Context: an optimization exercise on an open-source flow, tuned for small area. The choices shown serve that exercise and are no tape-out recipe.
The RTL was checked by simulation tests, not by an equivalence proof against the original design.
The flow treats the clock pin as an ideal source, which a real chip does not have.
Power and IR drop assume default switching activity.

==> module kmb, before the edit <==
module kmb (
    input  wire        clk,
    input  wire        rst,         
    input  wire [12:0] key_in,
    input  wire        btn_in,
    input  wire        tick_ms,
    input  wire        tx_ready,
    output wire        tx_valid,
    output wire [7:0]  tx_data,
    output wire        tx_last,
    output wire        led,
    output wire        overlay,
    output reg         res_valid,
    output reg  [2:0]  res_kind,
    output reg  [3:0]  res_line,
    output reg  [1:0]  res_slot
);
    localparam [4:0] S_IDLE  = 5'd0;
    localparam [4:0] S_SCAN  = 5'd1;
    localparam [4:0] S_TXN0  = 5'd2;    
    localparam [4:0] S_TXN1  = 5'd3;    
    localparam [4:0] S_TXN2  = 5'd4;    
    localparam [4:0] S_WSET  = 5'd5;    
    localparam [4:0] S_FLASH = 5'd16;
    localparam [4:0] S_WON   = 5'd17;   
    localparam [4:0] S_FGAP  = 5'd18;
    localparam [4:0] S_WOFF  = 5'd19;   
    localparam [4:0] S_TOP   = 5'd20;
    localparam [4:0] S_CH    = 5'd21;
    localparam [4:0] S_TXC0  = 5'd22;   
    localparam [4:0] S_TXC1  = 5'd23;   
    localparam [4:0] S_CHW   = 5'd24;
    localparam [4:0] S_WCH   = 5'd25;   
    localparam [4:0] S_OCTDN = 5'd26;
    localparam [4:0] S_WDN   = 5'd27;   
    localparam [4:0] S_OCTUP = 5'd28;
    localparam [4:0] S_WUP   = 5'd29;   
    localparam [2:0] K_CLAIM    = 3'd0;
    localparam [2:0] K_FREE     = 3'd2;
    localparam [2:0] K_OVERFLOW = 3'd3;
    localparam [2:0] K_SPURIOUS = 3'd4;
    reg [4:0]  st;
    reg [12:0] cur;        
    reg [12:0] ack;        
    reg [3:0]  octave;
    reg [1:0]  preset;
    reg [3:0]  slot_k0, slot_k1, slot_k2, slot_k3;    
    reg [8:0]  cnt;        
    reg [2:0]  aux;        
    wire [12:0] pend = ack ^ cur;
    reg [3:0] line;
    integer i;
    always @(*) begin
        line = 4'd0;
        for (i = 12; i >= 0; i = i - 1)
            if (pend[i]) line = i[3:0];
    end
    wire any_pend = |pend;
    wire pressed  = cur[line];
    wire [3:0] hit;
    assign hit[0] = (slot_k0 == line);
    assign hit[1] = (slot_k1 == line);
    assign hit[2] = (slot_k2 == line);
    assign hit[3] = (slot_k3 == line);
    wire [3:0] free = {&slot_k3, &slot_k2, &slot_k1, &slot_k0};
    wire [1:0] hit_slot  = hit[0]  ? 2'd0 : hit[1]  ? 2'd1 : hit[2]  ? 2'd2 : 2'd3;
    wire [1:0] free_slot = free[0] ? 2'd0 : free[1] ? 2'd1 : free[2] ? 2'd2 : 2'd3;
    wire       arb_ok   = pressed ? (free != 4'd0) : (hit != 4'd0);
    wire [1:0] arb_slot = !arb_ok ? 2'd0 : pressed ? free_slot : hit_slot;
    wire [2:0] arb_kind = pressed ? (arb_ok ? K_CLAIM : K_OVERFLOW)
                                  : (arb_ok ? K_FREE  : K_SPURIOUS);
    wire in_wait = (st == S_WSET) || (st == S_WON) || (st == S_WOFF) ||
                   (st == S_WCH) || (st == S_WDN) || (st == S_WUP);
    wire done_150 = cnt[7] & cnt[4] & cnt[2] & cnt[1];
    wire done_100 = cnt[6] & cnt[5] & cnt[2];
    wire done_400 = cnt[8] & cnt[7] & cnt[4];
    wire done_50  = cnt[5] & cnt[4] & cnt[1];
    wire [7:0] note = {4'd0, res_line} + {4'd0, octave} * 8'd12;
    reg  [7:0] byte_o;
    reg        last_o;
    always @(*) begin
        byte_o = 8'h00;
        last_o = 1'b0;
        case (st)
            S_TXN0: byte_o = {3'b100, res_kind == K_CLAIM, 2'b00, res_slot};
            S_TXN1: byte_o = note;
            S_TXN2: begin byte_o = 8'h64; last_o = 1'b1; end
            S_TXC0: byte_o = {6'b101100, aux[1:0]};
            S_TXC1: begin byte_o = {6'd0, preset}; last_o = 1'b1; end
            default: ;
        endcase
    end
    assign tx_valid = (st == S_TXN0) || (st == S_TXN1) || (st == S_TXN2) ||
                      (st == S_TXC0) || (st == S_TXC1);
    assign tx_data  = byte_o;
    assign tx_last  = last_o;
    assign led      = (st == S_WON) || (st == S_FGAP);
    assign overlay  = st[4];
    always @(posedge clk) begin
        cnt <= in_wait ? cnt + {8'd0, tick_ms} : 9'd0;
        if (rst) begin
            st        <= S_IDLE;
            ack       <= 13'd0;
            octave    <= 4'd5;
            preset    <= 2'd0;
            slot_k0   <= 4'hF;
            slot_k1   <= 4'hF;
            slot_k2   <= 4'hF;
            slot_k3   <= 4'hF;
            res_valid <= 1'b0;
            res_kind  <= 3'd0;
            res_line  <= 4'd0;
            res_slot  <= 2'd0;
        end else begin
            res_valid <= 1'b0;
            case (st)
                S_IDLE: begin
                    cur <= key_in;
                    aux <= 3'd0;
                    if (btn_in) st <= S_FLASH;
                    else        st <= S_SCAN;
                end
                S_SCAN: begin
                    if (!any_pend) begin
                        st <= S_IDLE;
                    end else begin
                        ack[line] <= pressed;
                        res_valid <= 1'b1;
                        res_kind  <= arb_kind;
                        res_line  <= line;
                        res_slot  <= arb_slot;
                        if (arb_ok) begin
                            case (arb_slot)
                                2'd0: slot_k0 <= pressed ? line : 4'hF;
                                2'd1: slot_k1 <= pressed ? line : 4'hF;
                                2'd2: slot_k2 <= pressed ? line : 4'hF;
                                default: slot_k3 <= pressed ? line : 4'hF;
                            endcase
                            st <= S_TXN0;
                        end
                    end
                end
                S_TXN0: if (tx_ready) st <= S_TXN1;
                S_TXN1: if (tx_ready) st <= S_TXN2;
                S_TXN2: if (tx_ready) st <= S_SCAN;
                S_WSET: if (done_50) st <= S_IDLE;
                S_FLASH: begin
                    if (aux[1:0] == preset) st <= S_TOP;
                    else                    st <= S_WON;
                end
                S_WON:  if (done_150) st <= S_FGAP;
                S_FGAP: begin
                    aux <= aux + 3'd1;
                    st  <= S_WOFF;
                end
                S_WOFF: if (done_150) st <= S_FLASH;
                S_TOP: begin
                    aux <= 3'd0;
                    if (btn_in) begin
                        st  <= S_CH;
                    end else begin
                        preset <= preset + 2'd1;
                        st     <= S_WSET;
                    end
                end
                S_CH: begin
                    if (aux[2])                st  <= S_OCTDN;
                    else if (key_in[aux[1:0]]) st  <= S_TXC0;
                    else                       aux <= aux + 3'd1;
                end
                S_TXC0: if (tx_ready) st <= S_TXC1;
                S_TXC1: if (tx_ready) st <= S_CHW;
                S_CHW: begin
                    aux <= aux + 3'd1;
                    st  <= S_WCH;
                end
                S_WCH: if (done_100) st <= S_CH;
                S_OCTDN: begin
                    if (key_in[11]) begin
                        if (octave != 4'd0) octave <= octave - 4'd1;
                        st <= S_WDN;
                    end else begin
                        st <= S_OCTUP;
                    end
                end
                S_WDN: if (done_400) st <= S_OCTUP;
                S_OCTUP: begin
                    if (key_in[12]) begin
                        if (octave < 4'd9) octave <= octave + 4'd1;
                        st <= S_WUP;
                    end else begin
                        st <= S_TOP;
                    end
                end
                S_WUP: if (done_400) st <= S_TOP;
                default: st <= S_IDLE;
            endcase
        end
    end
endmodule
clock: 10.0 ns
lec_check: 0
cap_margin: 20
core_margin: 2
core_utilization: 40
slew_margin: 20
standard.sh (not shown) runs the stock make flow with config.mk's settings and CLKGATE_MAP_FILE= SYNTH_SCRIPT=/design/flow/synth_recipe.tcl, a recipe that flattens the netlist after the stock synthesis.
==> flow/flow/run.sh <==
#!/bin/bash
# Own layout flow: the standard ORFS flow (standard.sh) with
#  - synthesis as standard (same script, same register mapping) except for
#    the combinational mapping: no full-adder extraction, and an ABC script
#    built on &deepsyn; it runs with four random seeds and keeps the netlist
#    with the smallest cell area,
#  - minimum-size port buffers,
#  - no timing-driven global placement,
#  - a two-level clock tree built by flow/cts_tree.tcl.
# Each tool's output goes to the logs ORFS writes under orfs/ and syn*/;
# this script's own output goes to run_*.log in the work folder.
set -euo pipefail
W=$PWD
F=$W/flow
sed "s#^source \$::env(SCRIPTS_DIR)/synth_preamble.tcl#&\nset abc_args [list -script \$::env(MY_ABC_SCRIPT) {*}\$lib_args {*}\$lib_dont_use_args -constr \$::env(OBJECTS_DIR)/abc.constr]#" \
    "$FLOW_HOME/scripts/synth.tcl" > "$W/synth_mod.tcl"
sed "s#\$::env(SCRIPTS_DIR)/synth.tcl#$W/synth_mod.tcl#" "$W/synth_recipe.tcl" > "$W/my_synth.tcl"

ARGS=(SYNTH_SCRIPT="$W/my_synth.tcl" ADDER_MAP_FILE= ABC_AREA=1 GPL_TIMING_DRIVEN=0
      BUFFER_PORTS_ARGS="-buffer_cell sky130_fd_sc_hd__buf_1"
      CTS_ARGS="-clk_nets clk -repair_clock_nets -dont_use_dummy_load"
      PRE_CTS_TCL="$F/cts_tree.tcl")

# synthesis with several ABC seeds, in parallel
SEEDS="0 1 2 3"
for s in $SEEDS; do
  sed "s/@SEED@/$s/" "$F/area.abc" > "$W/area_$s.abc"
  bash "$W/standard.sh" "${ARGS[@]}" WORK_HOME="$W/syn$s" MY_ABC_SCRIPT="$W/area_$s.abc" synth \
      > "$W/run_synth_$s.log" 2>&1 &
done
wait
best=""
best_area=""
for s in $SEEDS; do
  rpt="$W/syn$s/reports/sky130hd/kmb/base/synth_stat.txt"
  [[ -f "$rpt" ]] || continue
  a=$(awk '/Chip area/ {print $NF}' "$rpt")
  echo "seed $s: area $a" >> "$W/run_select.log"
  if [[ -z "$best" ]] || awk -v a="$a" -v b="$best_area" 'BEGIN {exit !(a < b)}'; then
    best=$s
    best_area=$a
  fi
done
echo "selected seed $best ($best_area)" >> "$W/run_select.log"
rm -rf "$W/orfs"
cp -a "$W/syn$best" "$W/orfs"
bash "$W/standard.sh" "${ARGS[@]}" MY_ABC_SCRIPT="$W/area_$best.abc" finish > "$W/run_flow.log" 2>&1
Other scripts of this flow, unchanged in this note and not shown: flow/flow/area.abc, flow/flow/cts_tree.tcl
Change:
--- a/flow/design.v
+++ b/flow/design.v
@@ -115,10 +115,13 @@
             res_valid <= 1'b0;
             case (st)
                 S_IDLE: begin
-                    cur <= key_in;
-                    aux <= 3'd0;
-                    if (btn_in) st <= S_FLASH;
-                    else        st <= S_SCAN;
+                    if (btn_in) begin
+                        aux <= 3'd0;
+                        st  <= S_FLASH;
+                    end else begin
+                        cur <= key_in;
+                        st  <= S_SCAN;
+                    end
                 end
                 S_SCAN: begin
                     if (!any_pend) begin
@@ -155,8 +158,8 @@
                 end
                 S_WOFF: if (done_150) st <= S_FLASH;
                 S_TOP: begin
-                    aux <= 3'd0;
                     if (btn_in) begin
+                        aux <= 3'd0;
                         st  <= S_CH;
                     end else begin
                         preset <= preset + 2'd1;
=> The new run finished with timing, DRC and antenna clean. Global-route usage rose by 0.73 points. Setup slack loses 0.49 ns. Total power drops by 7.7%. Wire length increases by 2.7%. Maximum frequency goes down by 8.7%. Utilization hardly moves. Die area is about the same. Sequential share of layout area is about the same. Worst hold slack is better by 0.020 ns. Final cell count goes up by 1.5%. Area after synthesis hardly moves. Sequential cell count stays the same.

[port drivers added, routing unchanged]
In the flow no input, the clock included, has a driving cell. The finished layouts below were timed again as built, in two steps.
Step 1 (the two cells are an assumption about what drives the block):
set clk [get_ports {clk}]
set_driving_cell -lib_cell sky130_fd_sc_hd__clkbuf_16 $clk
set_driving_cell -lib_cell sky130_fd_sc_hd__buf_2 [delete_from_list [all_inputs] $clk]
Step 2 adds t to the input delays and takes it off the output delays; t is the mean of the earliest and latest rising clock arrival at the registers after step 1. Input paths then give back, and output paths get back, about the clock's delay inside the block.
a / b / c = ideal / step 1 / step 2; a / b = the first two.
run | t (ns) | setup slack, ns | worst setup path at the end
the first run | 0.429 | 4.813 / 4.813 / 4.813 | register to register
the second run | 0.433 | 4.322 / 4.322 / 4.322 | register to register
After both steps every run listed still meets setup and hold.
